Context: an optimization exercise on an open-source flow, tuned for small area and a short achievable clock period. The choices shown serve that exercise and are no tape-out recipe. The RTL was checked by simulation tests, not by an equivalence proof against the original design. Power figures rest on the tool's default switching activity, not on a simulated workload.

==> design/flow/design.v <==
module ddr_constraint #(
    parameter CW = 32
) (
    input  wire [CW-1:0] cycle,
    input  wire [2:0]  bank_state,
    input  wire [CW-1:0] bank_end_cycle,
    input  wire [CW-1:0] bank_last_write_end,
    input  wire        bank_ap,
    input  wire        any_writing,
    input  wire [CW-1:0] last_active_start,
    input  wire [CW-1:0] last_read_end,
    input  wire [CW-1:0] last_write_end,
    input  wire [7:0]  t_rrd,
    input  wire [7:0]  t_wtr,
    input  wire [7:0]  t_rtw,
    input  wire [7:0]  t_wr,
    input  wire [7:0]  t_rp,
    input  wire [7:0]  t_cas,
    input  wire [7:0]  t_wl,
    output reg  [4:0]  code_act,
    output reg  [4:0]  code_rd,
    output reg  [4:0]  code_wr,
    output reg  [4:0]  code_pre
);
    wire [CW-1:0] t_cas_x = {{(CW-8){1'b0}}, t_cas};
    wire [CW-1:0] t_rp_x = {{(CW-8){1'b0}}, t_rp};
    wire [CW-1:0] t_rrd_x = {{(CW-8){1'b0}}, t_rrd};
    wire [CW-1:0] t_rtw_x = {{(CW-8){1'b0}}, t_rtw};
    wire [CW-1:0] t_wl_x = {{(CW-8){1'b0}}, t_wl};
    wire [CW-1:0] t_wr_x = {{(CW-8){1'b0}}, t_wr};
    wire [CW-1:0] t_wtr_x = {{(CW-8){1'b0}}, t_wtr};
    localparam [2:0] S_IDLE = 3'd0, S_ACTIVATING = 3'd1, S_READING = 3'd3,
                     S_PRECHARGING = 3'd5;
    localparam [4:0] C_NONE = 5'd0, C_ACT_TO_ACT = 5'd1, C_ACT_TO_READ = 5'd2,
                     C_ACT_TO_WRITE = 5'd3, C_ACT_TO_PRE = 5'd4, C_READ_TO_WRITE = 5'd5,
                     C_READ_TO_PRE = 5'd6, C_WRITE_TO_READ = 5'd7, C_WRITE_TO_PRE = 5'd8,
                     C_PRE_TO_ACT = 5'd9, C_DATA_BUS = 5'd10, C_NO_ACT_READ = 5'd11,
                     C_NO_ACT_WRITE = 5'd12, C_ACT_OPEN_ROW = 5'd13, C_AP_READ = 5'd14,
                     C_AP_WRITE = 5'd15;
    wire [CW-1:0] c_plus_cas = cycle + t_cas_x;
    wire [CW-1:0] c_plus_wl  = cycle + t_wl_x;
    wire [CW-1:0] c_plus_rp  = cycle + t_rp_x;
    wire bank_closed = (bank_state == S_IDLE) || (bank_state == S_PRECHARGING);
    always @(*) begin
        if (bank_state == S_PRECHARGING)
            code_act = C_PRE_TO_ACT;
        else if (last_active_start + t_rrd_x > cycle)
            code_act = C_ACT_TO_ACT;
        else if (bank_state != S_IDLE)
            code_act = C_ACT_OPEN_ROW;
        else
            code_act = C_NONE;
        if (last_read_end > c_plus_cas || any_writing)
            code_rd = C_DATA_BUS;
        else if (bank_state == S_ACTIVATING)
            code_rd = C_ACT_TO_READ;
        else if (bank_closed)
            code_rd = C_NO_ACT_READ;
        else if (bank_ap)
            code_rd = C_AP_READ;
        else if (last_write_end + t_wtr_x > cycle)
            code_rd = C_WRITE_TO_READ;
        else
            code_rd = C_NONE;
        if (last_write_end > c_plus_wl || c_plus_wl < last_read_end)
            code_wr = C_DATA_BUS;
        else if (c_plus_wl < last_read_end + t_rtw_x)
            code_wr = C_READ_TO_WRITE;
        else if (bank_state == S_ACTIVATING)
            code_wr = C_ACT_TO_WRITE;
        else if (bank_closed)
            code_wr = C_NO_ACT_WRITE;
        else if (bank_ap)
            code_wr = C_AP_WRITE;
        else
            code_wr = C_NONE;
        if (bank_last_write_end + t_wr_x > cycle)
            code_pre = C_WRITE_TO_PRE;
        else if (bank_state == S_ACTIVATING)
            code_pre = C_ACT_TO_PRE;
        else if (bank_state == S_READING && bank_end_cycle > c_plus_rp)
            code_pre = C_READ_TO_PRE;
        else
            code_pre = C_NONE;
    end
endmodule
module ddr_bank_fsm #(
    parameter CW = 32
) (
    input  wire        clk,
    input  wire        rst,
    input  wire        hold,            
    input  wire [CW-1:0] cycle,
    input  wire        commit_act,
    input  wire        commit_rd,
    input  wire        commit_wr,
    input  wire        commit_pre,
    input  wire        commit_ap,
    input  wire [7:0]  t_rcd,
    input  wire [7:0]  t_wr,
    input  wire [7:0]  t_rp,
    input  wire [7:0]  t_cas,
    input  wire [7:0]  t_wl,
    input  wire [7:0]  t_btt,
    output reg  [2:0]  state,
    output reg  [CW-1:0] end_cycle,
    output reg  [CW-1:0] last_write_end,
    output reg         ap
);
    wire [CW-1:0] t_btt_x = {{(CW-8){1'b0}}, t_btt};
    wire [CW-1:0] t_cas_x = {{(CW-8){1'b0}}, t_cas};
    wire [CW-1:0] t_rcd_x = {{(CW-8){1'b0}}, t_rcd};
    wire [CW-1:0] t_rp_x = {{(CW-8){1'b0}}, t_rp};
    wire [CW-1:0] t_wl_x = {{(CW-8){1'b0}}, t_wl};
    wire [CW-1:0] t_wr_x = {{(CW-8){1'b0}}, t_wr};
    localparam [CW-1:0] ONE = 1;
    localparam [2:0] S_IDLE = 3'd0, S_ACTIVATING = 3'd1, S_ACTIVE = 3'd2,
                     S_READING = 3'd3, S_WRITING = 3'd4, S_PRECHARGING = 3'd5;
    wire [CW-1:0] next_cycle = cycle + ONE;
    reg [2:0]  c_state;
    reg [CW-1:0] c_end;
    reg [CW-1:0] c_lwe;
    reg        c_ap;
    reg [2:0]  p_state;
    reg [CW-1:0] p_end;
    reg        p_ap;
    always @(*) begin
        c_state = state;
        c_end   = end_cycle;
        c_lwe   = last_write_end;
        c_ap    = ap;
        if (commit_act) begin
            c_state = S_ACTIVATING;
            c_end   = cycle + t_rcd_x;
            c_ap    = 1'b0;
        end else if (commit_rd) begin
            c_state = S_READING;
            c_end   = cycle + t_cas_x + t_btt_x;
            c_ap    = commit_ap;
        end else if (commit_wr) begin
            c_state = S_WRITING;
            c_end   = cycle + t_wl_x + t_btt_x;
            c_lwe   = cycle + t_wl_x + t_btt_x;
            c_ap    = commit_ap;
        end else if (commit_pre) begin
            if (state == S_ACTIVE || state == S_READING) begin
                c_state = S_PRECHARGING;
                c_end   = cycle + t_rp_x;
                c_ap    = 1'b0;
            end
        end
        p_state = c_state;
        p_end   = c_end;
        p_ap    = c_ap;
        if (next_cycle >= c_end) begin
            case (c_state)
                S_ACTIVATING: p_state = S_ACTIVE;
                S_READING: begin
                    if (c_ap) begin
                        p_ap = 1'b0;
                        if ({1'b0, t_rp} + 9'd1 <= {1'b0, t_cas} + {1'b0, t_btt}) begin
                            p_state = S_IDLE;
                        end else begin
                            p_state = S_PRECHARGING;
                            p_end   = c_end + t_rp_x + ONE
                                      - t_cas_x - t_btt_x;
                        end
                    end else begin
                        p_state = S_ACTIVE;
                    end
                end
                S_WRITING: begin
                    if (c_ap) begin
                        p_ap = 1'b0;
                        if (t_wr == 8'd0 && t_rp == 8'd0) begin
                            p_state = S_IDLE;
                        end else begin
                            p_state = S_PRECHARGING;
                            p_end   = c_end + t_wr_x + t_rp_x;
                        end
                    end else begin
                        p_state = S_ACTIVE;
                    end
                end
                S_PRECHARGING: p_state = S_IDLE;
                default: ;
            endcase
        end
    end
    always @(posedge clk) begin
        if (rst) begin
            state          <= S_IDLE;
            end_cycle      <= {CW{1'b0}};
            last_write_end <= {CW{1'b0}};
            ap             <= 1'b0;
        end else if (!hold) begin
            state          <= p_state;
            end_cycle      <= p_end;
            last_write_end <= c_lwe;
            ap             <= p_ap;
        end
    end
endmodule
module ddr_timing_engine #(
    parameter NB = 8,
    parameter BW = 3,          
    parameter CW = 32          
) (
    input  wire             clk,
    input  wire             rst,
    input  wire [7:0]       cfg_trrd,
    input  wire [7:0]       cfg_trcd,
    input  wire [7:0]       cfg_twtr,
    input  wire [7:0]       cfg_trtw,
    input  wire [7:0]       cfg_twr,
    input  wire [7:0]       cfg_trp,
    input  wire [7:0]       cfg_cas,
    input  wire [7:0]       cfg_wl,
    input  wire [7:0]       cfg_btt,
    input  wire             cmd_valid,
    input  wire [2:0]       cmd_kind,
    input  wire             cmd_ap,
    input  wire             cmd_all,
    input  wire [BW-1:0]    cmd_bank,
    input  wire [2:0]       qry_kind,
    input  wire [BW-1:0]    qry_bank,
    output wire [4:0]       qry_code,
    output wire [4*NB-1:0]  can_issue,
    output wire [3*NB-1:0]  bank_state,
    output reg              fatal,
    output reg  [3:0]       fatal_inv,
    output reg  [4:0]       fatal_detail
);
    wire [CW-1:0] cfg_btt_x = {{(CW-8){1'b0}}, cfg_btt};
    wire [CW-1:0] cfg_cas_x = {{(CW-8){1'b0}}, cfg_cas};
    wire [CW-1:0] cfg_wl_x = {{(CW-8){1'b0}}, cfg_wl};
    localparam [CW-1:0] ONE = 1;
    localparam [2:0] S_WRITING = 3'd4;
    localparam [2:0] K_ACT = 3'd0, K_RD = 3'd1, K_WR = 3'd2, K_PRE = 3'd3, K_DUMMY = 3'd4;
    localparam [3:0] INV_CONSTRAINT = 4'd1, INV_PRE_ALL = 4'd7, INV_UNKNOWN_CMD = 4'd9;
    reg  [CW-1:0] cycle;
    reg  [CW-1:0] last_active_start;
    reg  [CW-1:0] last_read_end;
    reg  [CW-1:0] last_write_end;
    wire [2:0]  st   [0:NB-1];
    wire [CW-1:0] endc [0:NB-1];
    wire [CW-1:0] lwe  [0:NB-1];
    wire        apf  [0:NB-1];
    wire [4:0]  code [0:4*NB-1];    
    wire [NB-1:0] writing;
    wire any_writing = |writing;
    wire [4:0] cmd_code = (cmd_kind <= K_PRE) ? code[{cmd_bank, cmd_kind[1:0]}] : 5'd0;
    reg       do_commit;
    reg       raise;
    reg [3:0] raise_inv;
    reg [4:0] raise_detail;
    always @(*) begin
        do_commit    = 1'b0;
        raise        = 1'b0;
        raise_inv    = 4'd0;
        raise_detail = 5'd0;
        if (cmd_valid && !fatal) begin
            if (cmd_kind == K_PRE && cmd_all) begin
                raise     = 1'b1;
                raise_inv = INV_PRE_ALL;
            end else if (cmd_kind > K_DUMMY) begin
                raise        = 1'b1;
                raise_inv    = INV_UNKNOWN_CMD;
                raise_detail = {2'b00, cmd_kind};
            end else if (cmd_kind != K_DUMMY) begin
                if (cmd_code != 5'd0) begin
                    raise        = 1'b1;
                    raise_inv    = INV_CONSTRAINT;
                    raise_detail = cmd_code;
                end else begin
                    do_commit = 1'b1;
                end
            end
        end
    end
    wire hold = fatal || raise;
    genvar b, k;
    generate
        for (b = 0; b < NB; b = b + 1) begin : g_bank
            wire sel = do_commit && (cmd_bank == b);
            ddr_bank_fsm #(.CW(CW)) u_fsm (
                .clk(clk), .rst(rst), .hold(hold), .cycle(cycle),
                .commit_act(sel && cmd_kind == K_ACT),
                .commit_rd (sel && cmd_kind == K_RD),
                .commit_wr (sel && cmd_kind == K_WR),
                .commit_pre(sel && cmd_kind == K_PRE),
                .commit_ap (cmd_ap),
                .t_rcd(cfg_trcd), .t_wr(cfg_twr), .t_rp(cfg_trp),
                .t_cas(cfg_cas), .t_wl(cfg_wl), .t_btt(cfg_btt),
                .state(st[b]), .end_cycle(endc[b]), .last_write_end(lwe[b]), .ap(apf[b])
            );
            assign writing[b] = (st[b] == S_WRITING);
            assign bank_state[3*b +: 3] = st[b];
            ddr_constraint #(.CW(CW)) u_chk (
                .cycle(cycle),
                .bank_state(st[b]), .bank_end_cycle(endc[b]),
                .bank_last_write_end(lwe[b]), .bank_ap(apf[b]),
                .any_writing(any_writing),
                .last_active_start(last_active_start),
                .last_read_end(last_read_end), .last_write_end(last_write_end),
                .t_rrd(cfg_trrd), .t_wtr(cfg_twtr), .t_rtw(cfg_trtw), .t_wr(cfg_twr),
                .t_rp(cfg_trp), .t_cas(cfg_cas), .t_wl(cfg_wl),
                .code_act(code[4*b+0]), .code_rd(code[4*b+1]),
                .code_wr(code[4*b+2]), .code_pre(code[4*b+3])
            );
            for (k = 0; k < 4; k = k + 1) begin : g_kind
                assign can_issue[4*b+k] = (code[4*b+k] == 5'd0);
            end
        end
    endgenerate
    assign qry_code = (qry_kind <= K_PRE)   ? code[{qry_bank, qry_kind[1:0]}] :
                      (qry_kind == K_DUMMY) ? 5'd0 : 5'd16;
    always @(posedge clk) begin
        if (rst) begin
            cycle             <= {CW{1'b0}};
            last_active_start <= {CW{1'b0}};
            last_read_end     <= {CW{1'b0}};
            last_write_end    <= {CW{1'b0}};
            fatal             <= 1'b0;
            fatal_inv         <= 4'd0;
            fatal_detail      <= 5'd0;
        end else if (!fatal) begin
            if (raise) begin
                fatal        <= 1'b1;
                fatal_inv    <= raise_inv;
                fatal_detail <= raise_detail;
            end else begin
                cycle <= cycle + ONE;
                if (do_commit && cmd_kind == K_ACT)
                    last_active_start <= cycle;
                if (do_commit && cmd_kind == K_RD)
                    last_read_end <= cycle + cfg_cas_x + cfg_btt_x;
                if (do_commit && cmd_kind == K_WR)
                    last_write_end <= cycle + cfg_wl_x + cfg_btt_x;
            end
        end
    end
endmodule
==> design/flow/run.sh <==
#!/bin/bash
# synth_recipe.tcl (not shown) runs the flow's synth.tcl, then flattens the netlist and writes it again
# the make line also repeats each setting of config.mk as NAME=value (left out here)
make -C /OpenROAD-flow-scripts/flow DESIGN_CONFIG=/design/flow/config.mk WORK_HOME=/design/flow/orfs CLKGATE_MAP_FILE= SYNTH_SCRIPT=/design/flow/synth_recipe.tcl finish
==> design/flow/config.mk <==
export PLATFORM = sky130hd
export DESIGN_NAME = ddr_timing_engine
export DESIGN_NICKNAME = ddr_timing_engine
export VERILOG_FILES = /design/flow/design.v
export SDC_FILE = /design/flow/constraint.sdc
export NUM_CORES = 4
export LEC_CHECK = 0
export CAP_MARGIN = 20
export CORE_MARGIN = 2
export CORE_UTILIZATION = 25
export SLEW_MARGIN = 20
==> design/flow/constraint.sdc <==
create_clock -name core_clock -period 20.0 [get_ports {clk}]
set_input_delay 4.0000 -clock core_clock [delete_from_list [all_inputs] [get_ports {clk}]]
set_output_delay 4.0000 -clock core_clock [all_outputs]
set_load 0.01 [all_outputs]
==> results.ini <==
[cts]
cts.clk_slew.worst_paths_ps=60
clock_path_buffers=3
ctsHoldBuffers=0
root_buffer=clkbuf_16
clkLatencyLatePin_ps=810
post_cts_buffers=0
cts.sinks=680
post_cts_resized=0
htree_levels=3
cts_tree=built
cts_buffers=98

[setup_path]
rr_startpoint=cycle[1]
critPathSlowestCell=o311ai_0
crit_start=cfg_trp[1]
startpoint_type=input pin
r2r_slack_ps=4970
max_stage_delay_ps=1000
path_max_fanout=15
rr_worst_depth=57
r2r-end=g_bank[7].u_fsm.end_cycle[31]
criticalPathCategory=in -> reg
required_ps=20730
crit_arrival_ps=18900
endpoint_kind=register

[floorplan]
rows=230
ioPinCount=160
dieArea_um2=399000
start_util_pct=25.11
die_y_um=631.7
coreArea_um2=392200
die_w_um=631.7

[hold_path]
holdPathStages=2
hp-start=fatal_detail[3]
hold_class=reg -> reg
min_to=fatal_detail[3]

[timing]
finalSetupTns_ps=0
hold_violations=0
skew_ps=56.95
period_minus_slack_ps=18170
fmax_mhz=55.02
slew_headroom_pct=15.21
tightest_slew_ps=1268
hold_ws_ps=454.2
finalMaxSlewViolations=0
rsz0062_at_grt=no
finalSetupViolations=0
min_period_over_period_pct=90.87

[routing]
wl_per_cell_um=33.96
wl_um=667700
ant_nets=0
first_iter_violations=14640
vias_per_cell=5.866
vias=115300
drc=0
first_pass_iters=6

[yosys]
syn_area_per_cell_um2=7.238
synthTopCellsByArea=ha_1 20%, dfxtp_1 14%, a21oi_1 7.2%
netlist_area_um2=98500
async_reset_ff_share_pct=0
yosysSeqAreaShare_pct=13.82
synth_seq_cells=680
synth_edf_count=0
yosysMostFrequentCell=ha_1
synth_top_cell_area_share_pct=20.43
syn_nets=15470
syn-instance-count=13610
yosysTopAreaCell=ha_1
synthTopCellsByCount=1608 x ha_1, 1504 x nand2_1, 1422 x a21oi_1
ys_types=130
synth_flop_cell=dfxtp_1
yosysWarnings=3

[final_layout]
multi_input_area_um2=80840
final-seq-area_um2=13620
drive_gt1_share_pct=10.98
fillers=42780
area_growth_syn_to_layout_pct=19.36
final_nets=16160

[grt]
grt_first_pass_wirelength_um=894100
grt_usage_pct=32.12
grtUsageMet1_pct=39.28
use_met2_pct=47.70
gr-total-overflow=0
use_met3_pct=8.320
antenna_found_initial=97
grt_max_degree=91
grt_pass1_vias=107600
busiest_layer=met2

[place]
hpwl_um=536000
routabilityCongestion=1.098
portBuffers=158

[power_and_ir_drop]
power_density_nw_per_um2=74.17
combPwrFrac_pct=58.1
p_seq_share_pct=17.9
clkPwrFrac_pct=24.0
p_leak_nw=51.35
internal-power_mw=4.581
p_sw_share_pct=47.47
ir_worst_vdd_v=0.00008212
p_sw_mw=4.139

[run_status]
outcome=no timing/DRC/antenna violations

[run]
drv_cap=0

==> through the flow <==
| stage | setup WS, ps | instances | power, mW | cell area [µm²] | util (%) |
|---|---|---|---|---|---|
| 5_1_grt | 917.9 | 19620 | 9.069 | 117500 | 29.95 |
| 6_report | 1825 | 19660 | 8.720 | 117600 | 29.97 |
| 3_3_place_gp | 1316 | 19420 | 6.461 | 113600 | 28.96 |
| 4_1_cts | 2073 | 19610 | 8.570 | 117400 | 29.92 |
| 2_1_floorplan | 3358 | 13610 | 4.435 | 98500 | - |
| 3_5_place_dp | 1308 | 19420 | 6.472 | 113700 | 28.98 |
==> registers in the layout, indices dropped and copies added (netlist names) <==
name                         flops
fatal_detail                     4
fatal                            1
cycle                           32
g_bank.u_fsm.end_cycle         256
g_bank.u_fsm.state              24
fatal_inv                        3
last_active_start               32
last_write_end                  32
last_read_end                   32
g_bank.u_fsm.ap                  8
g_bank.u_fsm.last_write_end    256
==> worst max path at each step <==
| stage | cells after the start | slack, ps | to |
|---|---|---|---|
| finish | 57 | 1830 | g_bank[7].u_fsm.end_cycle[31] |
| global route | 58 | 920 | g_bank[7].u_fsm.end_cycle[31] |
| CTS | 61 | 2070 | g_bank[7].u_fsm.end_cycle[31] |
| detailed placement | 60 | 1310 | g_bank[7].u_fsm.end_cycle[30] |
| global placement | 62 | 1320 | g_bank[7].u_fsm.end_cycle[30] |
| floorplan | 63 | 3360 | g_bank[7].u_fsm.end_cycle[30] |
==> worst max-delay path, delay by kind of cell <==
family | cells | cell delay, ps
and+or+nand+nor | 13 | 2750
buffers and inverters | 7 | 2020
muxes | 1 | 220
AOI/OAI and AO/OA | 31 | 7560
xor gates and xnor gates | 1 | 300
adders and majority gates | 4 | 1920
==> cells in the final DEF, fill, tap and decap left out, types with 385 or more instances in the layout <==
cell type	synthesis	layout
inv_1	825	824
dfxtp_1	680	678
nor2_1	1369	1337
xnor2_1	625	530
ha_1	1608	1608
nand3_1	386	385
nand2_1	1504	1491
buf_4	6	1016
a21oi_1	1422	1417
o21ai_0	752	745
==> power groups by stage <==
stage                     Combinational, mW  Clock (mW)  Sequential [mW]
after floorplan                        2.92           0             1.52
after global placement                 4.88           0             1.58
after detailed placement               4.89           0             1.58
after CTS                              4.92        2.10             1.55
after global routing                   5.36        2.15             1.56
final                                  5.07        2.09             1.56
==> area by class of cell <==
type	count	share of cell area, %
flip-flops and latches	680	11.58
inverters	842	2.688
repair buffers	1194	8.163
clock inverters	60	0.8397
diodes	51	0.1085
multi-input cells	11490	68.76
well taps	5220	5.555
clock buffers	124	2.306
==> logic make-up after synthesis <==
family,count (synthesis),synth area share (%)
fa+ha+maj,1770,23.72
mux,38,0.4331
xor+xnor,845,7.549
simple gates,4653,21.77
other cells,1,0.003807
compound gates,4181,27.11
flops,680,13.82
buf+inv,1441,5.597
==> metal layers <==
| metal | wire, µm | part of all wire [%] |
|---|---|---|
| met1 | 257200 | 39 |
| met2 | 273800 | 41 |
| met3 | 72590 | 11 |
| met4 | 63740 | 9.5 |
| met5 | 431 | 0.065 |

-- static timing again, ports no longer ideal --
The results above use ideal ports. As a check the final layout listed here was re-extracted and re-timed, cells and wires unchanged. Step 1, drivers: a clkbuf_16 drives clk and a buf_2 each remaining input, both assumed. Step 2 moves the port delays by t, midway between the first and last clock arrival at a register: inputs arrive t later, outputs are due t later. That takes back most of the time a late clock gives input paths. Three values: ideal, step 1, step 2; two values: the first two.
t (ns): 0.875
slack for setup (ns): 1.825 / 1.890 / 1.015
latest minus earliest clock arrival (ns): 0.057 / 0.057
After both steps setup and hold are still met in this run. For this run, drivers alone change the setup slack by +0.065 ns; drivers and shift together by -0.810 ns.
